From an optimization exercise on the open Yosys and OpenROAD flow, aimed at small area, a short achievable clock period and few clock cycles; shortcuts taken in it are not production practice.
Function was checked by simulation only, so behaviour that the tests miss may differ from the original.

## flow/design.v (module list and top-level ports; edited modules follow where they fit)
// module gcx_enc: 1246 lines
module gcx_enc (
    input  wire        clk,
    input  wire        rst,         
    input  wire        in_valid,
    output wire        in_ready,
    input  wire [15:0] in_data,
    input  wire        in_key,
    input  wire        in_last,
    output wire        out_valid,
    input  wire        out_ready,
    output wire [31:0] out_data,
    output wire        out_last,
    output wire        done,
    output wire [31:0] hash,
    output wire [31:0] lcg
);
  // ...
==> flow/run.sh <==
#!/bin/bash
# synth_recipe.tcl (not shown) runs the flow's synth.tcl, then flattens the netlist and writes it again
# the make line also repeats each setting of config.mk as NAME=value (left out here)
make -C /OpenROAD-flow-scripts/flow DESIGN_CONFIG=/design/flow/config.mk WORK_HOME=/design/flow/orfs CLKGATE_MAP_FILE= SYNTH_SCRIPT=/design/flow/synth_recipe.tcl finish
==> flow/config.mk <==
export PLATFORM = sky130hd
export DESIGN_NAME = gcx_enc
export DESIGN_NICKNAME = gcx_enc
export VERILOG_FILES = /design/flow/design.v
export SDC_FILE = /design/flow/constraint.sdc
export NUM_CORES = 4
export LEC_CHECK = 0
export CAP_MARGIN = 50
export CORE_MARGIN = 2
export CORE_UTILIZATION = 40
export SLEW_MARGIN = 85
==> flow/constraint.sdc <==
create_clock -name core_clock -period 36.0 [get_ports {clk}]
set_input_delay 7.2000 -clock core_clock [delete_from_list [all_inputs] [get_ports {clk}]]
set_output_delay 7.2000 -clock core_clock [all_outputs]
set_load 0.01 [all_outputs]
==> flow_metrics.py, run 1 <==
metrics = {
    "setup_path": {
        "reg2reg_slack_ps": 24700,
        "cp-start-kind": "flip-flop",
        "cp-startpoint": "z[1]",
        "critical_path_required_ps": 36180,
        "critPathKind": "flip-flop to flip-flop",
        "cp_slowest_cell": "fa_1",
        "r2r_cells": 36,
    },
    "cells_and_area": {
        "diodes": 0,
        "multi_input_cells": 1520,
        "multi_input_area_sq_mm": 0.0169,
        "seqCellArea_sq_mm": 0.00329,
        "inv_count": 407,
        "n_all_buffers": 431,
        "layout_common_cells": "inv_1 (370), fa_1 (229), clkdlybuf4s50_1 (155), ha_1 (146), buf_1 (127)",
        "largestClassByArea": "multi-input combinational cells",
    },
    "min_path": {
        "worstHoldPathType": "flip-flop to flip-flop",
        "hold_end": "sbuf[2]",
        "hold_start": "sbuf[2]",
    },
    "synth": {
        "synth-compound-area-share": 0.140,
        "yosys.area_share.simple": 0.120,
        "synth_edf_count": 80,
        "synthTopCellsByArea": "fa_1 (25%), edfxtp_1 (12%), ha_1 (12%)",
        "yosys_warnings": 1,
        "synth_top_area_share": 0.253,
        "synthXorXnorAreaFrac": 0.0546,
        "synth_top_family_by_area": "adder cells",
    },
    "clock_tree": {
        "h-tree-depth": 4,
        "cts.clk_slew.worst_paths_ps": 70,
        "cts_hold_buf": 0,
        "cts.sinks": 124,
        "cts_buffers": 17,
    },
    "sta": {
        "skew_ps": 13.3,
    },
    "route": {
        "viasPerCell": 5.31,
        "wl_met2_mm": 30.2,
    },
    "job": {
        "drv_cap": 0,
    },
    "global_routing": {
        "use_met2": 0.412,
        "grt_max_degree": 33,
    },
    "run_status": {
        "status": "timing/DRC/antenna clean",
    },
}
Testbench counts, summed over its fixed seeds: cycles 13,294.
==> run 2: changes to the inputs <==
--- a/flow/config.mk
+++ b/flow/config.mk
@@ -8,4 +8,4 @@
 export CAP_MARGIN = 50
 export CORE_MARGIN = 2
 export CORE_UTILIZATION = 40
-export SLEW_MARGIN = 85
+export SLEW_MARGIN = 60
==> flow_metrics.py, run 2 <==
metrics = {
    "setup_path": {
        "cp_cell_sequence": "clkdlybuf4s50_1 > nand2_1 > nor3_1 > a21oi_1 > xnor2_1 > xnor2_1 > xnor2_1 > xor2_1 > nand2_1",
        "cp_slowest_cell": "clkdlybuf4s50_1",
        "slowest_delay_ps": 540,
        "arrival_ps": 9480,
        "cp-start-kind": "input port",
        "critical_path_required_ps": 36180,
        "cp_max_fo": 4,
        "critPathCaptureType": "flip-flop",
        "critPathKind": "input port to flip-flop",
        "cp_common_cell": "xnor2_1",
    },
    "placement": {
        "pre_cts_slack_ps": 26250,
        "gp_congestion": 0.932,
        "dpl_cell_area_sq_mm": 0.0212,
        "port_buffers": 112,
        "hpwl_mm": 47.2,
    },
    "clock_tree": {
        "cts.clk_slew.worst_paths_ps": 70,
        "cts_resized": 0,
        "h-tree-depth": 4,
        "cts_setup_buffers": 0,
        "cts_buffers": 17,
        "cts_hold_buf": 0,
        "cts_tree": "yes",
        "cts_max_path_buffers": 2,
        "clock_latency_ps": 430,
        "root_buffer": "clkbuf_16",
        "cts.sinks": 124,
    },
    "global_routing": {
        "use_met1": 0.321,
        "grt_pass1_wl_mm": 89.1,
        "grt_max_degree": 35,
        "grt_pass1_vias": 15423,
        "grt_util_all_layers": 0.231,
        "met3_usage": 0.0308,
        "antenna_found_initial": 0,
        "use_met2": 0.377,
        "busiest_layer": "met2",
        "grt-ovfl-total": 0,
    },
    "route": {
        "vias": 15301,
        "drt_iter0_markers": 1207,
        "drcViolationCount": 0,
        "dr.pass1.iters": 5,
        "wl_mm": 57.2,
        "wl_per_cell_microns": 20.2,
        "ant_nets": 0,
        "viasPerCell": 5.39,
    },
    "cells_and_area": {
        "fillers": 4703,
        "largest_reg_flops": 32,
        "syn_to_final_growth_pct": 12.4,
        "reg_top3": "h: 32 flops, odat: 22 flops, u: 16 flops",
        "fin_area_sq_mm": 0.0218,
        "max_flop_register": "h",
        "diodes": 0,
        "layout_commonest_cell": "inv_1",
        "nNetsFinal": 2668,
        "layout_common_cells": "inv_1 (397), fa_1 (245), ha_1 (190), nand2_1 (138), nor2_1 (130)",
        "layout-drive-gt1-share": 0.0710,
    },
    "sta": {
        "slew_headroom": 0.613,
        "hold_viol": 0,
        "post-route-period-util": 0.258,
        "worstMarginPinSlew_ps": 580,
        "timing.fmax_mhz": 108,
        "tns_ps": 0,
        "grt_setup_unrepaired": "false",
        "finalCriticalPeriod_ps": 9290,
        "final-max-slew-violation-count": 0,
        "setup_viol": 0,
        "final.setup.worst_slack_ps": 26710,
        "skew_ps": 9.42,
    },
    "synth": {
        "yosysUniqueCellTypes": 94,
        "synthTopCellsByArea": "fa_1 (25%), edfxtp_1 (12%), ha_1 (12%)",
        "synth_top_area_share": 0.253,
        "syn_area_sq_mm": 0.0194,
        "yosys-top-cells-count": "inv_1 (400), fa_1 (245), ha_1 (190)",
        "syn_area_per_cell_sq_um": 9.10,
        "synthCells": 2134,
        "yosys_warnings": 1,
        "synth-seq-cells": 124,
        "synth_ff_type": "edfxtp_1",
        "synth_most_common_cell": "inv_1",
        "synth_edf_count": 80,
        "yosysTopAreaCell": "fa_1",
        "async_flop_share": 0,
        "synth_seq_area_share": 0.169,
    },
    "die": {
        "start_util": 0.406,
        "rows": 80,
        "die_w_microns": 224,
        "core_area_sq_mm": 0.0478,
        "ios": 122,
        "die_h_microns": 224,
        "die-area_sq_mm": 0.0503,
    },
    "min_path": {
        "worstHoldPathType": "flip-flop to flip-flop",
    },
    "job": {
        "drv_cap": 0,
    },
    "run_status": {
        "status": "timing/DRC/antenna clean",
    },
}
run 2: cell counts after synthesis:
No cell type changed its count.
run 2: logic make-up after synthesis:
kind of cell | after synthesis | synth area share
simple gates | 480 | 0.120
compound gates | 408 | 0.140
mux | 66 | 0.0393
flops | 124 | 0.169
other cells | 2 | 0.000387
xor+xnor | 121 | 0.0546
fa+ha+maj | 436 | 0.375
buf+inv | 497 | 0.101
run 2: worst paths after layout:
path                            slack [ps]      end      from  cells after the start
worst max register to register       26760  odat[8]      Y[1]                     34
worst min register to register         470  sbuf[1]   sbuf[1]                      2
worst min-delay path                   470  sbuf[1]   sbuf[1]                      2
worst max-delay path                 26710  odat[8]  in_valid                      9
run 2: layout make-up:
type	count	area [sq um]	share of cell area
multi-input cells	1520	14300	0.656
inverters	407	1530	0.0701
well taps	615	769	0.0352
repair buffers	141	1340	0.0613
clock buffers	17	425	0.0195
clock inverters	15	154	0.00705
flip-flops and latches	124	3280	0.150
run 2: per-stage QoR:
step           hold slack, ps  utilization  std cells
6_report                  474        0.456       2839
4_1_cts                   481        0.456       2838
3_5_place_dp              466        0.443       2806
3_3_place_gp              457        0.440       2796
2_1_floorplan             426            -       2141
5_1_grt                   504        0.456       2839
run 2: worst max-delay path: cells and delay by family:
family                    cells  cell delay, ps
xor gates and xnor gates      4             980
and+or+nand+nor               3             570
buffers and inverters         1             540
AOI/OAI and AO/OA             1             180
run 2: layer usage:
| metal | routed length [microns] | vias to the layer above |
|---|---|---|
| li1 | - | 7144 |
| met5 | 0 | - |
| met2 | 27000 | 470 |
| met4 | 1390 | 0 |
| met3 | 3140 | 70 |
| met1 | 25700 | 7617 |
==> run 3: changes to the inputs <==
--- a/flow/config.mk
+++ b/flow/config.mk
@@ -8,4 +8,4 @@
 export CAP_MARGIN = 50
 export CORE_MARGIN = 2
 export CORE_UTILIZATION = 40
-export SLEW_MARGIN = 60
+export SLEW_MARGIN = 45
==> flow_metrics.py, run 3 <==
metrics = {
    "global_routing": {
        "grt-ovfl-total": 0,
        "grt_pass1_wl_mm": 89.8,
        "grt_pass1_vias": 15522,
        "antenna_found_initial": 0,
        "grt_max_degree": 35,
        "grt_util_all_layers": 0.232,
    },
    "sta": {
        "skew_ps": 10.5,
        "setup_viol": 0,
        "tns_ps": 0,
        "hold_viol": 0,
        "final-max-slew-violation-count": 0,
        "final.setup.worst_slack_ps": 26700,
        "post-route-period-util": 0.258,
        "slew_headroom": 0.493,
        "finalCriticalPeriod_ps": 9300,
        "worstMarginPinSlew_ps": 741,
        "grt_setup_unrepaired": "false",
        "timing.fmax_mhz": 108,
    },
    "setup_path": {
        "critPathCaptureType": "flip-flop",
        "r2r_cells": 34,
        "cp-start-kind": "input port",
        "cp_max_fo": 4,
        "critPathKind": "input port to flip-flop",
        "critical_path_required_ps": 36180,
        "r2r_end": "odat[8]",
        "r2r_start": "Y[1]",
        "arrival_ps": 9480,
        "reg2reg_slack_ps": 26810,
    },
    "synth": {
        "yosys.area_share.simple": 0.120,
        "synthAdderAreaFrac": 0.375,
        "yosys_warnings": 1,
        "yosysTopAreaCell": "fa_1",
        "synth_seq_area_share": 0.169,
        "synthMuxAreaShare": 0.0393,
        "yosysUniqueCellTypes": 94,
        "synth_most_common_cell": "inv_1",
        "synth_edf_count": 80,
        "synth_ff_type": "edfxtp_1",
        "synthXorXnorAreaFrac": 0.0546,
        "synth-seq-cells": 124,
        "synth_top_family_by_area": "adder cells",
        "synthCells": 2134,
        "async_flop_share": 0,
        "synth_top_area_share": 0.253,
        "syn_area_sq_mm": 0.0194,
        "synthTopCellsByArea": "fa_1 (25%), edfxtp_1 (12%), ha_1 (12%)",
        "yosys-top-cells-count": "inv_1 (400), fa_1 (245), ha_1 (190)",
        "syn_area_per_cell_sq_um": 9.10,
        "synth-compound-area-share": 0.140,
    },
    "placement": {
        "hpwl_mm": 47.0,
        "gp_congestion": 0.932,
        "port_buffers": 112,
        "pre_cts_slack_ps": 26220,
    },
    "route": {
        "drt_iter0_markers": 1347,
        "drcViolationCount": 0,
        "dr.pass1.iters": 5,
        "ant_nets": 0,
        "vias": 15444,
        "wl_mm": 57.2,
        "wl_per_cell_microns": 20.1,
        "viasPerCell": 5.44,
    },
    "die": {
        "die-area_sq_mm": 0.0503,
        "die_w_microns": 224,
        "die_h_microns": 224,
        "rows": 80,
        "core_area_sq_mm": 0.0478,
        "ios": 122,
        "start_util": 0.406,
    },
    "cells_and_area": {
        "layout_common_cells": "inv_1 (400), fa_1 (245), ha_1 (190), nand2_1 (138), nor2_1 (132)",
        "max_flop_register": "h",
        "layout-drive-gt1-share": 0.0629,
        "layout_commonest_cell": "inv_1",
        "nNetsFinal": 2668,
        "reg_top3": "h: 32 flops, odat: 22 flops, u: 16 flops",
        "final_core_util": 0.455,
        "diodes": 0,
        "largest_reg_flops": 32,
        "syn_to_final_growth_pct": 12.1,
    },
    "clock_tree": {
        "cts_hold_buf": 0,
        "cts_resized": 0,
        "h-tree-depth": 4,
        "cts_setup_buffers": 0,
        "clock_latency_ps": 440,
        "cts_tree": "yes",
        "cts.sinks": 124,
        "root_buffer": "clkbuf_16",
        "cts.clk_slew.worst_paths_ps": 60,
        "cts_max_path_buffers": 2,
        "cts_buffers": 17,
    },
    "job": {
        "drv_cap": 0,
    },
    "run_status": {
        "status": "timing/DRC/antenna clean",
    },
    "min_path": {
        "hold_start": "sbuf[1]",
        "worstHoldPathType": "flip-flop to flip-flop",
        "hold_end": "sbuf[1]",
        "holdPathStages": 2,
    },
}
[run 3: critical path, stage by stage]
cell and delay, ps:
clkdlybuf4s50_1 530, nand2_1 120, nor3_1 390, a21oi_1 180
xnor2_1 190, xnor2_1 390, xnor2_1 250, xor2_1 170
nand2_1 60
[run 3: metal layers]
| layer | track usage | wire (microns) | share of wire | vias up |
|---|---|---|---|---|
| li1 | - | - | - | 7144 |
| met1 | 0.327 | 25800 | 0.45 | 7735 |
| met2 | 0.377 | 26800 | 0.47 | 490 |
| met3 | 0.0231 | 3010 | 0.053 | 75 |
| met4 | 0.0681 | 1510 | 0.026 | 0 |
| met5 | 0 | 0 | 0 | - |
[run 3: how the worst max path moves through the flow]
stage / endpoint / cells past startpoint / slack (ps) / start
floorplan: Y[0] / 7 / 26800 / in_valid
global placement: Y[2] / 7 / 25870 / in_valid
detailed placement: odat[8] / 9 / 26220 / in_valid
CTS: odat[8] / 9 / 26700 / in_valid
global route: odat[8] / 34 / 26190 / Y[1]
finish: odat[8] / 9 / 26700 / in_valid
[run 3: cell families after synthesis]
kind of cell,Yosys count
xor gates and xnor gates,121
adders and majority gates,436
buffers and inverters,497
DFF,124
muxes,66
AOI/OAI and AO/OA,408
and+or+nand+nor,480
other,2
[run 3: stage by stage]
stage | instance area, sq um | cells | hold WS (ps)
after floorplan | 19400 | 2141 | 426
after global placement | 21000 | 2796 | 457
after detailed placement | 21100 | 2802 | 466
after CTS | 21700 | 2834 | 481
after global routing | 21800 | 2839 | 507
final | 21800 | 2839 | 476
[run 3: layout make-up]
class | count | area [sq um]
Fill cell | 4649 | 26100
Multi-Input combinational cell | 1520 | 14200
Sequential cell | 124 | 3280
Inverter | 407 | 1530
Timing Repair Buffer | 141 | 1350
Tap cell | 615 | 769
Clock buffer | 17 | 425
Clock inverter | 15 | 186
==> run 4: changes to the inputs <==
--- a/flow/config.mk
+++ b/flow/config.mk
@@ -7,5 +7,5 @@
 export LEC_CHECK = 0
 export CAP_MARGIN = 50
 export CORE_MARGIN = 2
-export CORE_UTILIZATION = 40
-export SLEW_MARGIN = 45
+export CORE_UTILIZATION = 60
+export SLEW_MARGIN = 60
==> flow_metrics.py, run 4 <==
metrics = {
    "clock_tree": {
        "clock_latency_ps": 430,
        "cts_hold_buf": 0,
        "cts_buffers": 17,
        "h-tree-depth": 4,
        "cts_max_path_buffers": 2,
        "root_buffer": "clkbuf_16",
        "cts_resized": 0,
        "cts.sinks": 124,
        "cts_tree": "yes",
        "cts.clk_slew.worst_paths_ps": 60,
        "cts_setup_buffers": 0,
    },
    "die": {
        "die_h_microns": 184,
        "start_util": 0.612,
        "ios": 122,
        "die_w_microns": 184,
        "die-area_sq_mm": 0.0338,
        "core_area_sq_mm": 0.0317,
        "rows": 65,
    },
    "synth": {
        "synthMuxAreaShare": 0.0393,
        "synth-seq-cells": 124,
        "synth_most_common_cell": "inv_1",
        "synth-compound-area-share": 0.140,
        "synth_edf_count": 80,
        "yosysUniqueCellTypes": 94,
        "synthAdderAreaFrac": 0.375,
        "yosysTopAreaCell": "fa_1",
        "synthTopCellsByArea": "fa_1 (25%), edfxtp_1 (12%), ha_1 (12%)",
        "synthXorXnorAreaFrac": 0.0546,
        "yosys.area_share.simple": 0.120,
        "synthCells": 2134,
        "syn_area_sq_mm": 0.0194,
        "synth_top_area_share": 0.253,
        "synth_top_family_by_area": "adder cells",
        "synth_ff_type": "edfxtp_1",
        "syn_area_per_cell_sq_um": 9.10,
        "async_flop_share": 0,
        "yosys-top-cells-count": "inv_1 (400), fa_1 (245), ha_1 (190)",
        "yosys_warnings": 1,
        "synth_seq_area_share": 0.169,
    },
    "global_routing": {
        "antenna_found_initial": 1,
        "grt-ovfl-total": 0,
        "grt_max_degree": 35,
        "grt_util_all_layers": 0.345,
        "grt_pass1_wl_mm": 87.7,
        "grt_pass1_vias": 15621,
    },
    "setup_path": {
        "cp_max_fo": 4,
        "critPathKind": "input port to flip-flop",
        "cp-start-kind": "input port",
        "critical_path_required_ps": 36170,
        "critPathCaptureType": "flip-flop",
        "arrival_ps": 9550,
        "r2r_cells": 35,
    },
    "sta": {
        "post-route-period-util": 0.260,
        "slew_headroom": 0.602,
        "skew_ps": 8.96,
        "finalCriticalPeriod_ps": 9370,
        "worstMarginPinSlew_ps": 593,
        "timing.fmax_mhz": 107,
        "setup_viol": 0,
        "grt_setup_unrepaired": "false",
        "holdWs_ps": 474,
        "final-max-slew-violation-count": 0,
        "tns_ps": 0,
        "hold_viol": 0,
    },
    "cells_and_area": {
        "reg_top3": "h: 32 flops, odat: 22 flops, u: 16 flops",
        "nNetsFinal": 2666,
        "layout_commonest_cell": "inv_1",
        "max_flop_register": "h",
        "fillers": 2568,
        "layout-drive-gt1-share": 0.0720,
        "syn_to_final_growth_pct": 11.0,
        "largest_reg_flops": 32,
        "layout_common_cells": "inv_1 (395), fa_1 (245), ha_1 (190), nand2_1 (138), nor2_1 (130)",
    },
    "route": {
        "viasPerCell": 5.93,
        "drt_iter0_markers": 1296,
        "vias": 15571,
        "wl_mm": 55.9,
        "ant_nets": 0,
        "drcViolationCount": 0,
        "wl_per_cell_microns": 21.3,
        "dr.pass1.iters": 6,
    },
    "job": {
        "drv_cap": 0,
    },
    "min_path": {
        "holdPathStages": 2,
        "worstHoldPathType": "flip-flop to flip-flop",
    },
    "placement": {
        "hpwl_mm": 46.4,
        "port_buffers": 112,
        "gp_congestion": 0.969,
    },
    "run_status": {
        "status": "timing/DRC/antenna clean",
    },
}
run 4: cell counts after synthesis:
Identical to the previous run, type by type.
run 4: metal layers:
layer / vias up / track usage / part of all wire
li1: 7145 / - / -
met2: 648 / 0.548 / 0.46
met3: 101 / 0.0828 / 0.085
met5: - / 0 / 0
met4: 0 / 0.139 / 0.038
met1: 7677 / 0.458 / 0.41
run 4: metrics by stage:
stage	setup WS [ps]	utilization	instances	cell area [sq um]
floorplan	26800	-	2141	19400
global placement	25650	0.653	2576	20700
detailed placement	26220	0.660	2591	20900
CTS	26670	0.679	2623	21500
global route	26270	0.680	2624	21600
finish	26630	0.680	2625	21600
run 4: logic make-up (layout without fill, tap and decap cells):
kind of cell               count (synthesis)  count (layout)
AOI/OAI and AO/OA                        408             408
and+or+nand+nor                          480             480
adders and majority gates                436             436
other                                      2              10
xor gates and xnor gates                 121             121
buffers and inverters                    497             578
DFF                                      124             124
muxes                                     66              66
run 4: layout make-up:
cell class / instances / area, sq um / share of cell area
multi-input cells: 1520 / 14300 / 0.664
flip-flops and latches: 124 / 3280 / 0.152
inverters: 407 / 1530 / 0.0710
repair buffers: 139 / 1330 / 0.0618
well taps: 402 / 503 / 0.0233
clock buffers: 20 / 478 / 0.0222
clock inverters: 12 / 110 / 0.00511
diodes: 1 / 2.50 / 0.000116
run 4: final timing paths:
| check | startpoint | end | slack [ps] |
|---|---|---|---|
| worst min-delay path | sbuf[1] | sbuf[1] | 470 |
| worst max-delay path | in_valid | odat[8] | 26630 |
| worst max register to register | Y[0] | odat[8] | 26800 |
| worst min register to register | sbuf[1] | sbuf[1] | 470 |
run 4: worst max-delay path: stages:
cell and delay, ps:
clkdlybuf4s50_1 520, nand2_1 130, nor3_1 390, a21oi_1 170, xnor2_1 170, xnor2_1 440
xnor2_1 270, xor2_1 180, nand2_1 60
==> run 5: changes to the inputs <==
==> flow/config.mk (replaced) <==
export PLATFORM = sky130hd
export DESIGN_NAME = gcx_enc
export DESIGN_NICKNAME = gcx_enc
export VERILOG_FILES = /design/flow/design.v
export SDC_FILE = /design/flow/constraint.sdc
export NUM_CORES = 4
export LEC_CHECK = 0
export CAP_MARGIN = 20
export CORE_MARGIN = 2
export CORE_UTILIZATION = 40
export SLEW_MARGIN = 20
==> flow_metrics.py, run 5 <==
metrics = {
    "synth": {
        "synthCells": 2134,
        "yosysTopAreaCell": "fa_1",
        "async_flop_share": 0,
        "synth_seq_area_share": 0.169,
        "yosys-top-cells-count": "inv_1 (400), fa_1 (245), ha_1 (190)",
        "synth_most_common_cell": "inv_1",
        "yosys_warnings": 1,
        "yosysUniqueCellTypes": 94,
        "synthTopCellsByArea": "fa_1 (25%), edfxtp_1 (12%), ha_1 (12%)",
        "synth_edf_count": 80,
        "synth_top_area_share": 0.253,
        "syn_area_sq_mm": 0.0194,
        "synth_ff_type": "edfxtp_1",
        "synth-seq-cells": 124,
        "syn_area_per_cell_sq_um": 9.10,
    },
    "global_routing": {
        "use_met1": 0.327,
        "busiest_layer": "met2",
        "grt_max_degree": 35,
        "grt_pass1_vias": 15432,
        "use_met2": 0.378,
        "grt_util_all_layers": 0.231,
        "antenna_found_initial": 1,
        "grt_pass1_wl_mm": 89.2,
        "grt-ovfl-total": 0,
        "met3_usage": 0.0218,
    },
    "cells_and_area": {
        "fin_area_sq_mm": 0.0217,
        "layout_commonest_cell": "inv_1",
        "nNetsFinal": 2657,
        "reg_top3": "h: 32 flops, odat: 22 flops, u: 16 flops",
        "syn_to_final_growth_pct": 11.6,
        "final_core_util": 0.453,
        "multi_input_area_sq_mm": 0.0142,
        "largest_reg_flops": 32,
        "diodes": 0,
        "layout-drive-gt1-share": 0.0569,
        "fillers": 4668,
        "max_flop_register": "h",
        "seqCellArea_sq_mm": 0.00328,
        "layout_common_cells": "inv_1 (400), fa_1 (245), ha_1 (190), nand2_1 (138), nor2_1 (132)",
    },
    "placement": {
        "hpwl_mm": 46.8,
        "dpl_cell_area_sq_mm": 0.0210,
        "gp_congestion": 0.932,
        "port_buffers": 112,
    },
    "sta": {
        "tns_ps": 0,
        "final-max-slew-violation-count": 0,
        "skew_ps": 11.3,
        "slew_headroom": 0.259,
        "grt_setup_unrepaired": "false",
        "setup_viol": 0,
        "worstMarginPinSlew_ps": 1100,
        "post-route-period-util": 0.274,
        "timing.fmax_mhz": 101,
        "finalCriticalPeriod_ps": 9870,
        "hold_viol": 0,
    },
    "route": {
        "drt_iter0_markers": 1379,
        "drcViolationCount": 0,
        "dr.pass1.iters": 6,
        "vias": 15395,
        "wl_per_cell_microns": 20.2,
        "ant_nets": 0,
        "viasPerCell": 5.44,
        "wl_mm": 57.2,
    },
    "clock_tree": {
        "clock_latency_ps": 440,
        "root_buffer": "clkbuf_16",
        "cts.sinks": 124,
        "h-tree-depth": 4,
        "cts_max_path_buffers": 2,
        "cts_buffers": 17,
        "cts_hold_buf": 0,
        "cts_tree": "yes",
        "cts_resized": 0,
        "cts_setup_buffers": 0,
        "cts.clk_slew.worst_paths_ps": 60,
    },
    "setup_path": {
        "cp_slowest_cell": "nand3_1",
        "cp-start-kind": "input port",
        "critical_path_required_ps": 36050,
        "critPathKind": "input port to flip-flop",
        "cp_cell_sequence": "clkdlybuf4s50_1 > nand2_1 > nor2_1 > o31ai_1 > nand2b_1 > buf_4 > nand3_1",
        "cp_max_fo": 19,
        "critPathCaptureType": "flip-flop",
        "slowest_delay_ps": 780,
        "arrival_ps": 9920,
    },
    "min_path": {
        "worstHoldPathType": "flip-flop to flip-flop",
    },
    "run_status": {
        "status": "timing/DRC/antenna clean",
    },
    "die": {
        "start_util": 0.406,
        "die_h_microns": 224,
        "die-area_sq_mm": 0.0503,
        "core_area_sq_mm": 0.0478,
        "rows": 80,
        "die_w_microns": 224,
        "ios": 122,
    },
    "job": {
        "drv_cap": 0,
    },
}
## run 5: cell count changes in the layout (fill, tap and decap cells not counted), moves of 3 or more
cell       change
inv_4          -3
o21ai_0        +3
inv_1          +5
bufinv_16      +3
buf_6          -4
buf_4          -5
a211oi_2       -4
a211oi_1       +4
inv_6          +3
## run 5: per-stage QoR
stage | worst slack (ps) | instances | hold slack [ps]
3_3_place_gp | 25870 | 2796 | 457
4_1_cts | 26170 | 2828 | 483
6_report | 26130 | 2828 | 477
3_5_place_dp | 25710 | 2796 | 469
5_1_grt | 25980 | 2828 | 512
2_1_floorplan | 26800 | 2141 | 426
## run 5: cell families after synthesis
logic type                 Yosys count  synth area share
muxes                               66            0.0393
xor gates and xnor gates           121            0.0546
other                                2          0.000387
DFF                                124             0.169
buffers and inverters              497             0.101
adders and majority gates          436             0.375
and+or+nand+nor                    480             0.120
AOI/OAI and AO/OA                  408             0.140
## run 5: per-layer routing
layer / part of all wire / up-vias
met5: 0 / -
met4: 0.023 / 0
met3: 0.052 / 76
met2: 0.47 / 510
met1: 0.45 / 7692
li1: - / 7117
## run 5: worst max-delay path, delay by kind of cell
| family | cells | cell delay, ps |
|---|---|---|
| buf+inv | 2 | 750 |
| simple gates | 4 | 1790 |
| compound gates | 1 | 170 |
## run 5: path summary, 6_finish.rpt
path	from	to	slack (ps)	cells past startpoint
worst max-delay path	in_valid	z[1]	26130	7
worst min-delay path	sbuf[1]	sbuf[1]	480	2
worst max register to register	Y[1]	odat[8]	26770	34
worst min register to register	sbuf[1]	sbuf[1]	480	2
## run 5: area by class of cell
class,count,share of cell area
timing repair buffer,130,0.0579
clock buffer,17,0.0196
inverter,407,0.0705
sequential,124,0.151
tap,615,0.0355
multi-input combinational,1520,0.655
clock inverter,15,0.00969

==> static timing again, ports no longer ideal <==
The results above use ideal ports. As a check the final layouts listed here were re-extracted and re-timed, cells and wires unchanged.
Step 1, drivers: a clkbuf_16 drives clk and a buf_2 each remaining input, both assumed.
Step 2 also shifts input and output timing later by t, the mid clock arrival at the registers, as if the neighbouring blocks saw the same clock.
a / b / c = ideal / step 1 / step 2; a / b = the first two.
run	t (ns)	slack for setup (ns)	worst setup path at the end	pins driven straight from the clock port
run 1	0.474	24.698 / 24.698 / 24.698	register to register	1
run 2	0.478	26.708 / 26.735 / 26.257	input to register	1
run 3	0.482	26.701 / 26.686 / 26.249	input to register	1
run 4	0.477	26.625 / 26.656 / 26.179	input to register	1
run 5	0.484	26.127 / 26.156 / 25.672	input to register	1
After both steps every run listed still meets setup and hold. For run 5, which loses most, drivers alone change the setup slack by +0.029 ns; drivers and shift together by -0.455 ns.
